Source: an optimization exercise on an open RTL-to-GDS flow (aim: a short achievable clock period and few clock cycles). Production flows keep margins and buffers that such runs may drop.
The RTL was checked by simulation tests, not by an equivalence proof against the original design.
Power and IR drop assume default switching activity.

==> xenon <==
==> flow/design.v <==
module vm16_core (
    input  wire        clk,
    input  wire        rst,         
    output wire        mem_req,
    output wire        mem_we,
    output wire [15:0] mem_addr,
    output wire [15:0] mem_wdata,
    input  wire [15:0] mem_rdata,
    input  wire        mem_ready,
    input  wire        in_valid,
    input  wire [7:0]  in_data,
    output wire        in_ready,
    output wire        out_valid,
    output wire [7:0]  out_data,
    input  wire        out_ready,
    output wire        halted
);
    localparam [15:0] RESET_PC = 16'h3000;
    localparam EX   = 0,    
               LD   = 1,    
               ST   = 2,    
               IND  = 3,    
               GETC = 4,    
               OUT  = 5,    
               SRD  = 6,    
               SLO  = 7,    
               SHI  = 8,    
               INP  = 9,    
               INW  = 10,   
               INE  = 11,   
               HMSG = 12,   
               HLT  = 13;   
    localparam NS = 14;
    reg [NS-1:0] st;
    reg [15:0] regs [0:7];
    reg [2:0]  cond;
    reg        iv;           
    reg [15:0] ir;
    reg [15:0] ipc;          
    reg [15:0] ipc1;         
    reg [15:0] tgt;          
    reg [15:0] fa;           
    reg [15:0] mar;          
    reg d_br, d_jsr, d_jsrr, d_jmp, d_add, d_and, d_not, d_lea;
    reg d_ld, d_ldr, d_ldi, d_st, d_str, d_sti;
    reg t_getc, t_out, t_puts, t_in, t_putsp, t_halt;
    reg [2:0]  ldr;          
    reg        is_sti;
    reg        putsp;
    reg [15:0] wdata;
    reg [15:0] word;
    reg [7:0]  obyte;
    reg [2:0]  msg_idx;
    wire        xv   = st[EX] & iv;
    wire [2:0]  dr   = ir[11:9];
    wire [2:0]  sr1  = ir[8:6];
    wire [2:0]  sr2  = ir[2:0];
    wire [15:0] imm5 = {{11{ir[4]}}, ir[4:0]};
    wire [15:0] off6 = {{10{ir[5]}}, ir[5:0]};
    wire [15:0] sr1_val = regs[sr1];
    wire [15:0] sr2_val = regs[sr2];
    wire [15:0] dr_val  = regs[dr];
    wire [15:0] r0_val  = regs[0];
    wire [15:0] opnd2   = ir[5] ? imm5 : sr2_val;
    wire take_rel = xv & ((d_br & ((dr & cond) != 3'b000)) | d_jsr);
    wire take_jmp = xv & (d_jmp | d_jsrr);
    assign mem_addr = take_rel ? tgt : (take_jmp ? sr1_val : mar);
    assign mem_req  = st[EX] | st[LD] | st[ST] | st[IND] | st[SRD];
    assign mem_we   = st[ST];
    assign mem_wdata = wdata;
    assign in_ready  = st[GETC] | st[INW];
    assign out_valid = st[OUT] | st[SLO] | st[SHI] | st[INP] | st[INE] | st[HMSG];
    assign out_data  = obyte;
    assign halted    = st[HLT];
    wire mem_done = mem_req & mem_ready;
    wire fetch_done = st[EX] & mem_ready;
    wire in_done  = in_ready & in_valid;
    wire out_done = out_valid & out_ready;
    wire [15:0] alu_res = d_add ? sr1_val + opnd2 :
                          d_and ? sr1_val & opnd2 :
                          d_not ? ~sr1_val : tgt;
    wire        alu_wr  = d_add | d_and | d_not | d_lea;
    wire [15:0] ea      = (d_ldr | d_str) ? sr1_val + off6 : tgt;
    wire        memop   = d_ld | d_ldr | d_ldi | d_st | d_str | d_sti;
    function [2:0] flags_of(input [15:0] v);
        if (v == 16'h0000)  flags_of = 3'b010;
        else if (v[15])     flags_of = 3'b100;
        else                flags_of = 3'b001;
    endfunction
    wire [15:0] fpc   = mem_addr;
    wire [15:0] fpc1  = mem_addr + 16'd1;
    wire [15:0] rd    = mem_rdata;
    wire [3:0]  fop   = rd[15:12];
    wire [15:0] foff  = (fop == 4'h4) ? {{5{rd[10]}}, rd[10:0]} : {{7{rd[8]}}, rd[8:0]};
    wire [15:0] ftgt  = fpc1 + foff;
    wire        ftrap = (fop == 4'hF);
    integer i;
    always @(posedge clk) begin
        if (rst) begin
            for (i = 0; i < 8; i = i + 1)
                regs[i] <= 16'h0000;
            cond    <= 3'b000;
            st      <= {{(NS-1){1'b0}}, 1'b1};
            iv      <= 1'b0;
            fa      <= RESET_PC;
            mar     <= RESET_PC;
        end else begin
            if (st[EX]) begin
                iv <= mem_ready;
                fa <= mem_ready ? fpc1 : fpc;
                mar <= mem_ready ? fpc1 : fpc;
                if (mem_ready) begin
                    ir     <= rd;
                    ipc    <= fpc;
                    ipc1   <= fpc1;
                    tgt    <= ftgt;
                    d_br   <= fop == 4'h0;
                    d_add  <= fop == 4'h1;
                    d_ld   <= fop == 4'h2;
                    d_st   <= fop == 4'h3;
                    d_jsr  <= fop == 4'h4 &  rd[11];
                    d_jsrr <= fop == 4'h4 & ~rd[11];
                    d_and  <= fop == 4'h5;
                    d_ldr  <= fop == 4'h6;
                    d_str  <= fop == 4'h7;
                    d_not  <= fop == 4'h9;
                    d_ldi  <= fop == 4'hA;
                    d_sti  <= fop == 4'hB;
                    d_jmp  <= fop == 4'hC;
                    d_lea  <= fop == 4'hE;
                    t_getc  <= ftrap & (rd[7:0] == 8'h20);
                    t_out   <= ftrap & (rd[7:0] == 8'h21);
                    t_puts  <= ftrap & ((rd[7:0] == 8'h22) | (rd[7:0] == 8'h24));
                    t_putsp <= rd[7:0] == 8'h24;
                    t_in    <= ftrap & (rd[7:0] == 8'h23);
                    t_halt  <= ftrap & (rd[7:0] == 8'h25);
                end
                if (iv) begin
                    if (alu_wr) begin
                        regs[dr] <= alu_res;
                        cond     <= flags_of(alu_res);
                    end
                    if (d_jsr | d_jsrr)
                        regs[7] <= ipc1;
                    ldr    <= dr;
                    is_sti <= d_sti;
                    wdata  <= dr_val;
                    putsp  <= t_putsp;
                    msg_idx <= 3'd0;
                    if (memop) begin
                        mar <= ea;
                        st  <= (d_ldi | d_sti) ? (1 << IND) :
                               (d_st | d_str)  ? (1 << ST)  : (1 << LD);
                    end
                    if (t_getc)
                        st <= 1 << GETC;
                    if (t_out) begin
                        st    <= 1 << OUT;
                        obyte <= r0_val[7:0];
                    end
                    if (t_puts) begin
                        st  <= 1 << SRD;
                        mar <= r0_val;
                    end
                    if (t_in) begin
                        st    <= 1 << INP;
                        obyte <= 8'h3E;
                    end
                    if (t_halt) begin
                        st    <= 1 << HMSG;
                        obyte <= 8'h48;
                    end
                end
            end
            if (st[LD] & mem_ready) begin
                regs[ldr] <= rd;
                cond      <= flags_of(rd);
                st        <= 1 << EX;
                mar       <= fa;
            end
            if (st[ST] & mem_ready) begin
                st <= 1 << EX;
                if (iv && mar == ipc) begin
                    iv  <= 1'b0;
                    fa  <= ipc;
                    mar <= ipc;
                end else begin
                    mar <= fa;
                end
            end
            if (st[IND] & mem_ready) begin
                mar <= rd;
                st  <= is_sti ? (1 << ST) : (1 << LD);
            end
            if (st[GETC] & in_valid) begin
                regs[0] <= {8'h00, in_data};
                st      <= 1 << EX;
                mar     <= fa;
            end
            if (st[OUT] & out_ready) begin
                st  <= 1 << EX;
                mar <= fa;
            end
            if (st[SRD] & mem_ready) begin
                word <= rd;
                if (rd == 16'h0000) begin
                    st  <= 1 << EX;
                    mar <= fa;
                end else begin
                    st    <= 1 << SLO;
                    obyte <= rd[7:0];
                    mar   <= mar + 16'd1;
                end
            end
            if (st[SLO] & out_ready) begin
                if (putsp && word[15:8] != 8'h00) begin
                    st    <= 1 << SHI;
                    obyte <= word[15:8];
                end else begin
                    st    <= 1 << SRD;
                end
            end
            if (st[SHI] & out_ready)
                st <= 1 << SRD;
            if (st[INP] & out_ready) begin
                if (msg_idx == 3'd0) begin
                    msg_idx <= 3'd1;
                    obyte   <= 8'h20;
                end else begin
                    st <= 1 << INW;
                end
            end
            if (st[INW] & in_valid) begin
                regs[0] <= {8'h00, in_data};
                obyte   <= in_data;
                st      <= 1 << INE;
            end
            if (st[INE] & out_ready) begin
                st  <= 1 << EX;
                mar <= fa;
            end
            if (st[HMSG] & out_ready) begin
                msg_idx <= msg_idx + 3'd1;
                case (msg_idx)
                    3'd0: obyte <= 8'h41;
                    3'd1: obyte <= 8'h4C;
                    3'd2: obyte <= 8'h54;
                    3'd3: obyte <= 8'h0A;
                    default: st <= 1 << HLT;
                endcase
            end
        end
    end
endmodule
==> flow/run.sh <==
#!/bin/bash
# synth_recipe.tcl (not shown) runs the flow's synth.tcl, then flattens the netlist and writes it again
# the make line also repeats each setting of config.mk as NAME=value (left out here)
make -C /OpenROAD-flow-scripts/flow DESIGN_CONFIG=/design/flow/config.mk WORK_HOME=/design/flow/orfs CLKGATE_MAP_FILE= SYNTH_SCRIPT=/design/flow/synth_recipe.tcl finish
==> flow/config.mk <==
export PLATFORM = sky130hd
export DESIGN_NAME = vm16_core
export DESIGN_NICKNAME = vm16_core
export VERILOG_FILES = /design/flow/design.v
export SDC_FILE = /design/flow/constraint.sdc
export NUM_CORES = 4
export LEC_CHECK = 0
export CAP_MARGIN = 20
export CORE_MARGIN = 2
export CORE_UTILIZATION = 40
export SLEW_MARGIN = 20
==> flow/constraint.sdc <==
create_clock -name core_clock -period 8.0 [get_ports {clk}]
set_input_delay 1.6000 -clock core_clock [delete_from_list [all_inputs] [get_ports {clk}]]
set_output_delay 1.6000 -clock core_clock [all_outputs]
set_load 0.01 [all_outputs]
==> umber: changes against xenon <==
ABC_CLOCK_PERIOD_IN_PS = 2500   (was default)
SETUP_SLACK_MARGIN = 5   (was default)
==> qor summary <==
| metric | umber | xenon |
|---|---|---|
| Fraction of area in registers | 0.278 | 0.365 |
| Crit path to | mem_addr[7] | tgt[14] |
| Multi-input gates | 1,668 | 1,658 |
| Share of the core filled with cells in the final layout | 0.601 | 0.457 |
| Minimum setup slack among reg-to-reg paths | 3.56 ns | 1.52 ns |
| Placed wire-length estimate | 60,700 µm | 59,100 µm |
| Biggest cell delay along the critical path | 0.50 ns | 0.70 ns |
| Run status | finished clean | finished clean |
| RSZ-0062 raised after global routing | true | false |
| Met1 capacity usage during global routing | 0.464 | 0.407 |
| Combinational group power | 2.88 mW | 1.57 mW |
| Final-layout fill cell count | 4,025 | 4,853 |
| Critical path's slowest cell | sky130_fd_sc_hd__mux4_2 | sky130_fd_sc_hd__a211oi_4 |
| Fraction of area in clock buffers and inverters | 0.0395 | 0.0494 |
| Routed wl met2 | 45,100 µm | 37,800 µm |
| Clkbuf count | 49 | 51 |
| Layout cell share with drive strength beyond 1 | 0.418 | 0.103 |
Testbench counts of xenon, summed over its fixed seeds: cycles 153,159.
Testbench counts of umber, summed over its fixed seeds: cycles 153,159.

port drivers added, routing unchanged:
In the flow no input, the clock included, has a driving cell. The finished layouts below were timed again as built, in two steps. Step 1, drivers: a clkbuf_16 drives clk and a buf_2 each remaining input, both assumed. Step 2 also shifts input and output timing later by t, the mid clock arrival at the registers, as if the neighbouring blocks saw the same clock. Slacks: ideal ports / drivers / drivers and shift; pairs: ideal ports / drivers.
run | t (ns) | setup slack, ns | worst hold slack (ns) | worst setup path after step 2 | latest minus earliest clock arrival (ns)
xenon | 0.618 | 1.524 / 1.524 / 1.524 | 0.442 / 0.442 / 0.442 | register to register | 0.021 / 0.022
umber | 0.637 | 3.546 / 3.485 / 3.564 | 0.429 / 0.429 / 0.429 | register to register | 0.023 / 0.023
After both steps setup and hold are still met in every run listed.
